From an optimization exercise on the open Yosys and OpenROAD flow, aimed at small area; shortcuts taken in it are not production practice.
Only simulation tests tie the RTL to the original design; equivalence was not proved.
Power is estimated from default activity; no workload was simulated.

`flow/design.v`:
```
module ffm_sensor_link (
    input  wire        clk,
    input  wire        rst,
    input  wire        rx_valid,
    input  wire [7:0]  rx_data,
    output wire        adc_req,
    output wire [1:0]  adc_chan,
    input  wire        adc_valid,
    input  wire [11:0] adc_data,
    output wire        tx_valid,
    output wire [7:0]  tx_data,
    input  wire        tx_ready
);
    localparam [2:0] IDLE = 3'd0;    
    localparam [2:0] ADC  = 3'd1;    
    localparam [2:0] UW   = 3'd2;    
    localparam [2:0] UR   = 3'd3;    
    localparam [2:0] BW   = 3'd4;    
    localparam [2:0] BR   = 3'd5;    
    localparam [2:0] TX   = 3'd6;    
    localparam [1:0] OP_P = 2'd0, OP_T = 2'd1, OP_V = 2'd2, OP_X = 2'd3;
    reg [2:0]  st;
    reg [4:0]  ph;       
    reg        lap2;     
    reg [1:0]  n;        
    reg [1:0]  op;       
    reg        s;        
    reg [2:0]  bp;       
    reg [18:0] a0, a1;   
    reg        sd0, sd1; 
    reg [11:0] tr;       
    reg [1:0]  cu;       
    reg        bw;       
    reg [1:0]  cc;       
    reg        d1, c1;
    reg        e1, e2, c2;
    reg        f1, f2, c3;
    reg        g1, g2, g3;
    reg [1:0]  c4;
    reg        h1, h2, h3;
    reg [1:0]  c5;
    assign adc_req  = (st == ADC);
    assign adc_chan = {s, ~s};
    assign tx_valid = (st == TX);
    assign tx_data  = tr[11:4];
    wire is_v   = (op == OP_V);
    wire cklo   = is_v & (s ? (bp == 3'd6) : (bp == 3'd4));
    wire vlo    = is_v & (bp == 3'd2);
    wire vhi    = is_v & (bp == 3'd3);
    wire comp   = vlo | vhi | cklo;
    wire last   = (op == OP_P) ? (bp == 3'd3) : (is_v & s) ? (bp == 3'd7) : (bp == 3'd5);
    wire [7:0] cmd_b = {2'b10, op, 2'b00, s, ~s};
    reg  [7:0] cbyte;
    always @(*) begin
        cbyte = 8'h00;
        case (op)
            OP_P: case (bp[1:0])
                2'd0: cbyte = 8'h04;
                2'd1: cbyte = cmd_b;
                2'd2: cbyte = s ? 8'h79 : 8'h7A;
                default: cbyte = 8'hFF;
            endcase
            OP_T: case (bp)
                3'd0: cbyte = 8'h06;
                3'd1: cbyte = cmd_b;
                3'd2: cbyte = s ? 8'h03 : 8'h01;
                3'd3: cbyte = s ? 8'h04 : 8'h02;
                3'd4: cbyte = s ? 8'h60 : 8'h65;
                default: cbyte = 8'hFF;
            endcase
            default: case (bp)
                3'd0: cbyte = s ? 8'h08 : 8'h06;
                3'd1: cbyte = cmd_b;
                3'd4, 3'd5: cbyte = s ? 8'h00 : {6'b111111, ~cc};
                default: cbyte = {6'b111111, ~cc};
            endcase
        endcase
    end
    wire cbit = cbyte[ph[2:0]];
    wire [5:0] tau = lap2 ? ({1'b0, ph} + 6'd12) : ({1'b0, ph} - 6'd7);
    wire w1 = (tau >= 6'd10) && (tau <= 6'd17);
    wire w2 = (tau >= 6'd18) && (tau <= 6'd25);
    wire [4:0] j = tau[4:0] - 5'd10;        
    wire a_h  = s ? a1[0] : a0[0];
    wire a_7  = s ? a1[7] : a0[7];
    wire sd   = s ? sd1 : sd0;
    wire lo12 = (ph < 5'd12);
    wire u_r  = lo12 & tr[0];
    wire u_m  = ~lo12 | ~a_7;
    wire [2:0] u_t = {2'b00, a_h} + {2'b00, u_r} + {2'b00, u_m} + {1'b0, cu};
    wire nb   = sd ? u_t[0] : ((ph >= 5'd7) & tr[0]);
    wire u_sh = sd ? lo12 : (ph >= 5'd7);
    wire x  = (st == BR) & comp & ~lap2 & a_h;
    wire y1 = x ^ d1 ^ c1;
    wire y2 = y1 ^ e2 ^ c2;
    wire y3 = y2 ^ f2 ^ c3;
    wire [2:0] t4 = {2'b00, y3} + {2'b00, g1} + {2'b00, g3} + {1'b0, c4};
    wire y4 = t4[0];
    wire [2:0] t5 = {2'b00, y4} + {2'b00, h1} + {2'b00, h3} + {1'b0, c5};
    wire y5 = t5[0];
    wire p  = s ? y5 : y4;
    wire [8:0] k500 = 9'd500;
    wire kb = ~s & (j < 5'd9) & k500[j[3:0]];
    wire v  = p ^ kb ^ bw;
    wire bw_n = (~p & (kb | bw)) | (kb & bw);
    wire [7:0] kc  = s ? 8'hAA : 8'hA7;
    wire kcb = kc[tau[2:0] - 3'd2];
    wire [2:0] t_ck = {2'b00, tr[4]} + {2'b00, v} + {2'b00, kcb} + {1'b0, cc};
    always @(posedge clk) begin
        ph <= (ph == 5'd18) ? 5'd0 : ph + 5'd1;
        d1 <= x;  c1 <= (x & d1) | (x & c1) | (d1 & c1);
        e1 <= y1; e2 <= e1; c2 <= (y1 & e2) | (y1 & c2) | (e2 & c2);
        f1 <= y2; f2 <= f1; c3 <= (y2 & f2) | (y2 & c3) | (f2 & c3);
        g1 <= y3; g2 <= g1; g3 <= g2; c4 <= t4[2:1];
        h1 <= y4; h2 <= h1; h3 <= h2; c5 <= t5[2:1];
        bw <= ((st == BR) && tau >= 6'd10) ? bw_n : 1'b0;
        a0 <= {((st == UR) && !s) ? nb : a0[0], a0[18:1]};
        a1 <= {((st == UR) &&  s) ? nb : a1[0], a1[18:1]};
        cu <= (st == UR) ? u_t[2:1] : 2'd1;
        if (st == BR && cklo)
            cc <= w2 ? t_ck[2:1] : 2'd0;
        if (st == ADC && adc_valid)
            tr <= adc_data;
        else if (st == UR && u_sh)
            tr <= {1'b0, tr[11:1]};
        else if (st == BR && !comp && !ph[4] && !ph[3])
            tr <= {cbit, tr[11:1]};
        else if (st == BR && comp && (w1 && !vhi || w2 && !vlo))
            tr <= {(cklo && w2) ? ~t_ck[0] : v, tr[11:1]};
        if (rst) begin
            st  <= IDLE;
            ph  <= 5'd0;
            n   <= 2'd0;
            sd0 <= 1'b0;
            sd1 <= 1'b0;
        end else begin
            case (st)
                IDLE: if (rx_valid) begin
                    case (n)
                        2'd0: if (rx_data == 8'h04) n <= 2'd1;
                        2'd1: begin
                            n  <= 2'd2;
                            s  <= rx_data[1];
                            if ((rx_data[3:0] == 4'd1 || rx_data[3:0] == 4'd2) &&
                                (rx_data[7:4] == 4'h8 || rx_data[7:4] == 4'h9 || rx_data[7:4] == 4'hA))
                                op <= rx_data[5:4];
                            else
                                op <= OP_X;
                        end
                        2'd2: begin
                            n <= 2'd3;
                            if (rx_data != {2'b01, ~op, 2'b10, ~s, s})
                                op <= OP_X;
                        end
                        default: begin
                            n <= 2'd0;
                            bp <= 3'd0;
                            if (rx_data == 8'hFF && op != OP_X)
                                st <= (op == OP_V) ? ADC : BW;
                        end
                    endcase
                end
                ADC: if (adc_valid) st <= UW;
                UW: if (ph == 5'd18) st <= UR;
                UR: if (ph == 5'd18) begin
                    st <= BR;
                    if (s) sd1 <= 1'b1; else sd0 <= 1'b1;
                end
                BW: if (comp ? (ph == 5'd6) : (ph == 5'd18)) begin
                    st <= BR;
                    lap2 <= 1'b0;
                end
                BR: begin
                    if (ph == 5'd18) lap2 <= 1'b1;
                    if (comp ? (lap2 && ph == (vlo ? 5'd5 : 5'd13)) : (ph == 5'd7))
                        st <= TX;
                end
                TX: if (tx_ready) begin
                    if (last) st <= IDLE;
                    else begin
                        bp <= bp + 3'd1;
                        st <= BW;
                    end
                end
                default: st <= IDLE;
            endcase
        end
    end
endmodule
```
`flow/run.sh`:
```
#!/bin/bash
# synth_recipe.tcl (not shown) runs the flow's synth.tcl, then flattens the netlist and writes it again
# the make line also repeats each setting of config.mk as NAME=value (left out here)
make -C /OpenROAD-flow-scripts/flow DESIGN_CONFIG=/design/flow/config.mk WORK_HOME=/design/flow/orfs CLKGATE_MAP_FILE= SYNTH_SCRIPT=/design/flow/synth_recipe.tcl finish
```
`flow/config.mk`:
```
export PLATFORM = sky130hd
export DESIGN_NAME = ffm_sensor_link
export DESIGN_NICKNAME = ffm_sensor_link
export VERILOG_FILES = /design/flow/design.v
export SDC_FILE = /design/flow/constraint.sdc
export NUM_CORES = 4
export LEC_CHECK = 0
export CAP_MARGIN = 20
export CORE_MARGIN = 2
export CORE_UTILIZATION = 40
export SLEW_MARGIN = 20
```
`flow/constraint.sdc`:
```
create_clock -name core_clock -period 20.0 [get_ports {clk}]
set_input_delay 4.0000 -clock core_clock [delete_from_list [all_inputs] [get_ports {clk}]]
set_output_delay 4.0000 -clock core_clock [all_outputs]
set_load 0.01 [all_outputs]
```
==> results.txt <==
-- cell families (layout without fill, tap and decap cells) --
kind of cell	after synthesis	after routing
adders and majority gates	38	38
DFF	92	92
xor gates and xnor gates	12	12
and+or+nand+nor	139	139
AOI/OAI and AO/OA	81	81
muxes	24	24
buffers and inverters	78	101
-- routing by layer --
layer	vias up	track usage [%]	wire length, µm
met5	-	0	0
met4	0	4.39	100
met3	12	3.29	409
met2	84	23.4	4120
met1	1554	21.4	4380
li1	1633	-	-
-- registers in the layout, indices dropped and copies added (netlist names), 2 cells and up --
name	flops
a0	19
a1	19
bp	3
c4	2
c5	2
cc	2
cu	2
n	2
op	2
ph	5
st	3
tr	12
-- worst register-to-register path, cell delays in order, from the launching register on --
cell and delay, ns:
edfxtp_1 0.50, inv_1 0.16, ha_1 0.38, nor2b_1 0.36
o211ai_4 0.17, nand2_2 0.14, nand4_1 0.15, fa_1 0.51
inv_1 0.05, fa_1 0.46, fa_1 0.52, inv_1 0.05
fa_1 0.47, inv_1 0.04, ha_1 0.31, fa_1 0.45
ha_1 0.28, mux2i_1 0.07, fa_1 0.52, inv_1 0.05
ha_1 0.27, and3_1 0.14, a31o_1 0.20, a221oi_2 0.27
-- cell type report --
type / instances / area share (%)
clock inverter: 7 / 1.35
tap: 143 / 3.34
inverter: 47 / 3.29
multi-input combinational: 294 / 42.5
clock buffer: 9 / 4.20
timing repair buffer: 38 / 7.00
sequential: 92 / 38.3
-- worst max-delay path by stage --
| stage | from | slack (ns) | to |
|---|---|---|---|
| 2_1_floorplan | bp[0]$_SDFFCE_PN0P_ | 13.91 | cc[0]$_SDFFCE_PN0P_ |
| 3_3_place_gp | bp[1]$_SDFFCE_PN0P_ | 13.49 | cc[0]$_SDFFCE_PN0P_ |
| 3_5_place_dp | bp[1]$_SDFFCE_PN0P_ | 13.32 | tr[11]$_DFFE_PP_ |
| 4_1_cts | bp[1]$_SDFFCE_PN0P_ | 13.30 | cc[0]$_SDFFCE_PN0P_ |
| 5_1_grt | bp[1]$_SDFFCE_PN0P_ | 12.90 | tr[11]$_DFFE_PP_ |
| 6_report | bp[1]$_SDFFCE_PN0P_ | 13.30 | tr[11]$_DFFE_PP_ |
-- synthesized netlist by cell type (3+ instances only) --
| cell type | count |
|---|---|
| xnor2_1 | 9 |
| a211oi_1 | 6 |
| nor3_1 | 8 |
| nand3_1 | 6 |
| or3_1 | 4 |
| o21ai_0 | 13 |
| nor4_1 | 4 |
| clkbuf_1 | 6 |
| nand2_1 | 30 |
| fa_1 | 12 |
| nor3b_1 | 4 |
| o311a_1 | 3 |
| nor2_1 | 39 |
| inv_2 | 3 |
| buf_2 | 11 |
| nand3b_1 | 6 |
| mux2i_1 | 9 |
| o211ai_1 | 4 |
| dfxtp_1 | 71 |
| buf_4 | 12 |
| a21oi_1 | 17 |
| o221ai_1 | 3 |
| inv_1 | 44 |
| and2_1 | 5 |
| a2111oi_0 | 3 |
| nand4_1 | 5 |
| nand2b_1 | 9 |
| nand4b_1 | 3 |
| mux2_2 | 14 |
| ha_1 | 26 |
| nor2b_1 | 6 |
| edfxtp_1 | 21 |
| o21ai_1 | 4 |
-- stage by stage --
| step | hold slack (ns) | instances |
|---|---|---|
| 2_1_floorplan | 0.310 | 464 |
| 3_3_place_gp | 0.311 | 614 |
| 3_5_place_dp | 0.313 | 614 |
| 4_1_cts | 0.324 | 630 |
| 5_1_grt | 0.333 | 630 |
| 6_report | 0.327 | 630 |
-- cell usage in the layout, fill, tap and decap left out, types with 8 or more instances in the layout --
cell type,count
ha_1,26
xnor2_1,9
inv_1,44
clkdlybuf4s50_1,36
nor2_1,39
nand2b_1,9
mux2_2,14
a21oi_1,17
o21ai_0,13
nand2_1,30
clkbuf_16,9
fa_1,12
dfxtp_1,71
nor3_1,8
mux2i_1,9
edfxtp_1,21
-- power by group through the flow --
stage / Sequential (mW) / Clock [mW] / Combinational, mW
global placement: 0.196 / 0 / 0.0217
floorplan: 0.195 / 0 / 0.0144
CTS: 0.192 / 0.174 / 0.0223
detailed placement: 0.196 / 0 / 0.0220
finish: 0.192 / 0.168 / 0.0222
global route: 0.192 / 0.180 / 0.0246
==> summary.txt <==
worst vdd ir: 0.0000561 V
Slew Limit Fails: 0
Synth area leader: dfxtp_1
delay-heaviest family, CP: adder cells
post-synthesis sequential area ratio: 43.7%
Avg Cell Area, Syn: 10.1 µm²
DRC Markers: 0
Antenna Cells: 0
Worst-path clk slew: 0.07 ns
critical path depth: 23
fin crit period: 6.70 ns
vias per cell: 5.21
Slowest cell on crit path: fa_1
multi-input gate area in the final layout: 2280 µm²
HP Class: reg -> reg
startpoint types: register
Area growth, synth to finish: 14.1%
Post-Route Setup TNS: 0 ns
Clock Skews: 0.00793 ns
GRT Residual Overflow: 0
final worst-path cycle share: 33.5%
Slew HR: 49.5%
worst skew pair latency: 0.34 ns
Routed WL: 9010 µm
simple-gate share of the synthesized area: 15.6%
Syn. warnings: 1
leakage: 2.06 nW
Vias: 3283
Final Wtd Congestion: 0.855
FF-to-FF setup slack: 13.30 ns
main combinational cell family by area after synthesis: simple AND/OR/NAND/NOR gates
Sw Share: 21.7%
Core Rows: 39
Reg area: 2050 µm²
pre-CTS setup slack: 13.32 ns
Mapped Area: 4700 µm²
setup violators final: 0
Flop pwr share: 50.2%
reg2reg path depth: 23
htree depth: 3
Pint: 0.299 mW
nets@finish: 545
ys flop type: dfxtp_1
synthesized net count: 527
compound-cell area share of the yosys netlist: 12.7%
status: finished clean
min-delay src: a0[18]$_DFF_P_
CTS Buffer Depth: 2
initial drt markers: 211
type of the worst setup path: reg -> reg
clk sinks: 92
synth unique cells: 68
fin area: 5360 µm²
fraction of layout instances using a drive strength above 1: 9.86%
xor and xnor area share after synthesis: 2.40%
first-pass GRT wire length: 15400 µm
Cells after Synth: 464
crit path max fanout: 12
cell mode on critical path: fa_1
Synth area leaders: dfxtp_1 30%, edfxtp_1 13%, ha_1 6.9%, fa_1 5.1%, inv_1 3.5%
Synth top area share: 30.3%
Final Hold Viols: 0
Crit. End Element: register
hold depth: 0
wire per inst: 14.3 µm
vias in the first global route: 3186
FF+latch count, synth: 92
mux cell area share after synthesis: 5.75%
number of synthesized flops with an enable pin: 21
asr flop ratio synth: 0%
Final Util: 46.9%
fill cell count: 1116
Pwr Total: 0.382 mW
Post-Synth Adder-Cell Area: 12.0%
# IOs: 37
CP max stage delay: 0.52 ns
Core ar.: 11400 µm²
TritonCTS Buffers: 9
Clock Power Share: 44.0%
Die Ht: 112 µm
global-route usage over all layers: 15.1%
CTS tree: yes
Gate power share: 5.8%
DP Area: 5060 µm²
RR Startpoint: bp[1]$_SDFFCE_PN0P_
Max Cap Viol: 0
largest net degree at the start of global routing: 26
Die ar.: 12600 µm²
first-pass iteration count of the detailed router: 5
setup bufs post-CTS: 0
Post-CTS Hold Fix Bufs: 0
hpwl dp: 6630 µm
Power Dens Cells: 71.2 nW/µm²
Critical R2R Capture: tr[11]$_DFFE_PP_
Switch Pwr: 0.0828 mW
Required @ worst endpoint: 20.16 ns
initial antenna violation count: 0
PortBufs: 36
die width: 112 µm
Antenna Nets Post-Route: 0
Initial Util: 41.1%
Final Worst Setup Slack: 13.30 ns
post_cts resized: 0
Worst Hold Endpoint: a0[17]$_DFF_P_
clk root buf: clkbuf_16
worst-path cell chain: inv_1, ha_1, nor2b_1, o211ai_4, nand2_2, nand4_1, fa_1, inv_1, fa_1, fa_1, inv_1, fa_1, inv_1, ha_1, fa_1, ha_1, mux2i_1, fa_1, inv_1, ha_1, and3_1, a31o_1, a221oi_2
Tightest Pin Transition: 0.739 ns
Arr. time, crit path: 6.87 ns
RSZ-0062 raised after global routing: no
FMAX: 0.149 GHz
crit path buf inv count: 5

## re-timing with driven ports
No port has a modelled driver above. Below, the same layout with a new extraction and two added sets of constraints. Step 1: set_driving_cell puts a clkbuf_16 on clk and a buf_2 on each other input, an assumption about the parent block. Step 2 also shifts input and output timing later by t, the mid clock arrival at the registers, as if the neighbouring blocks saw the same clock. a / b / c = no drivers / after step 1 / after step 2; a / b = the first two.
t, ns: 0.368
setup WS [ns]: 13.296 / 13.296 / 13.296
clock arrival spread, ns: 0.008 / 0.008
After both steps this run still meets setup and hold. The setup slack of this run moves by 0.000 ns with the drivers and by 0.000 ns with both steps.
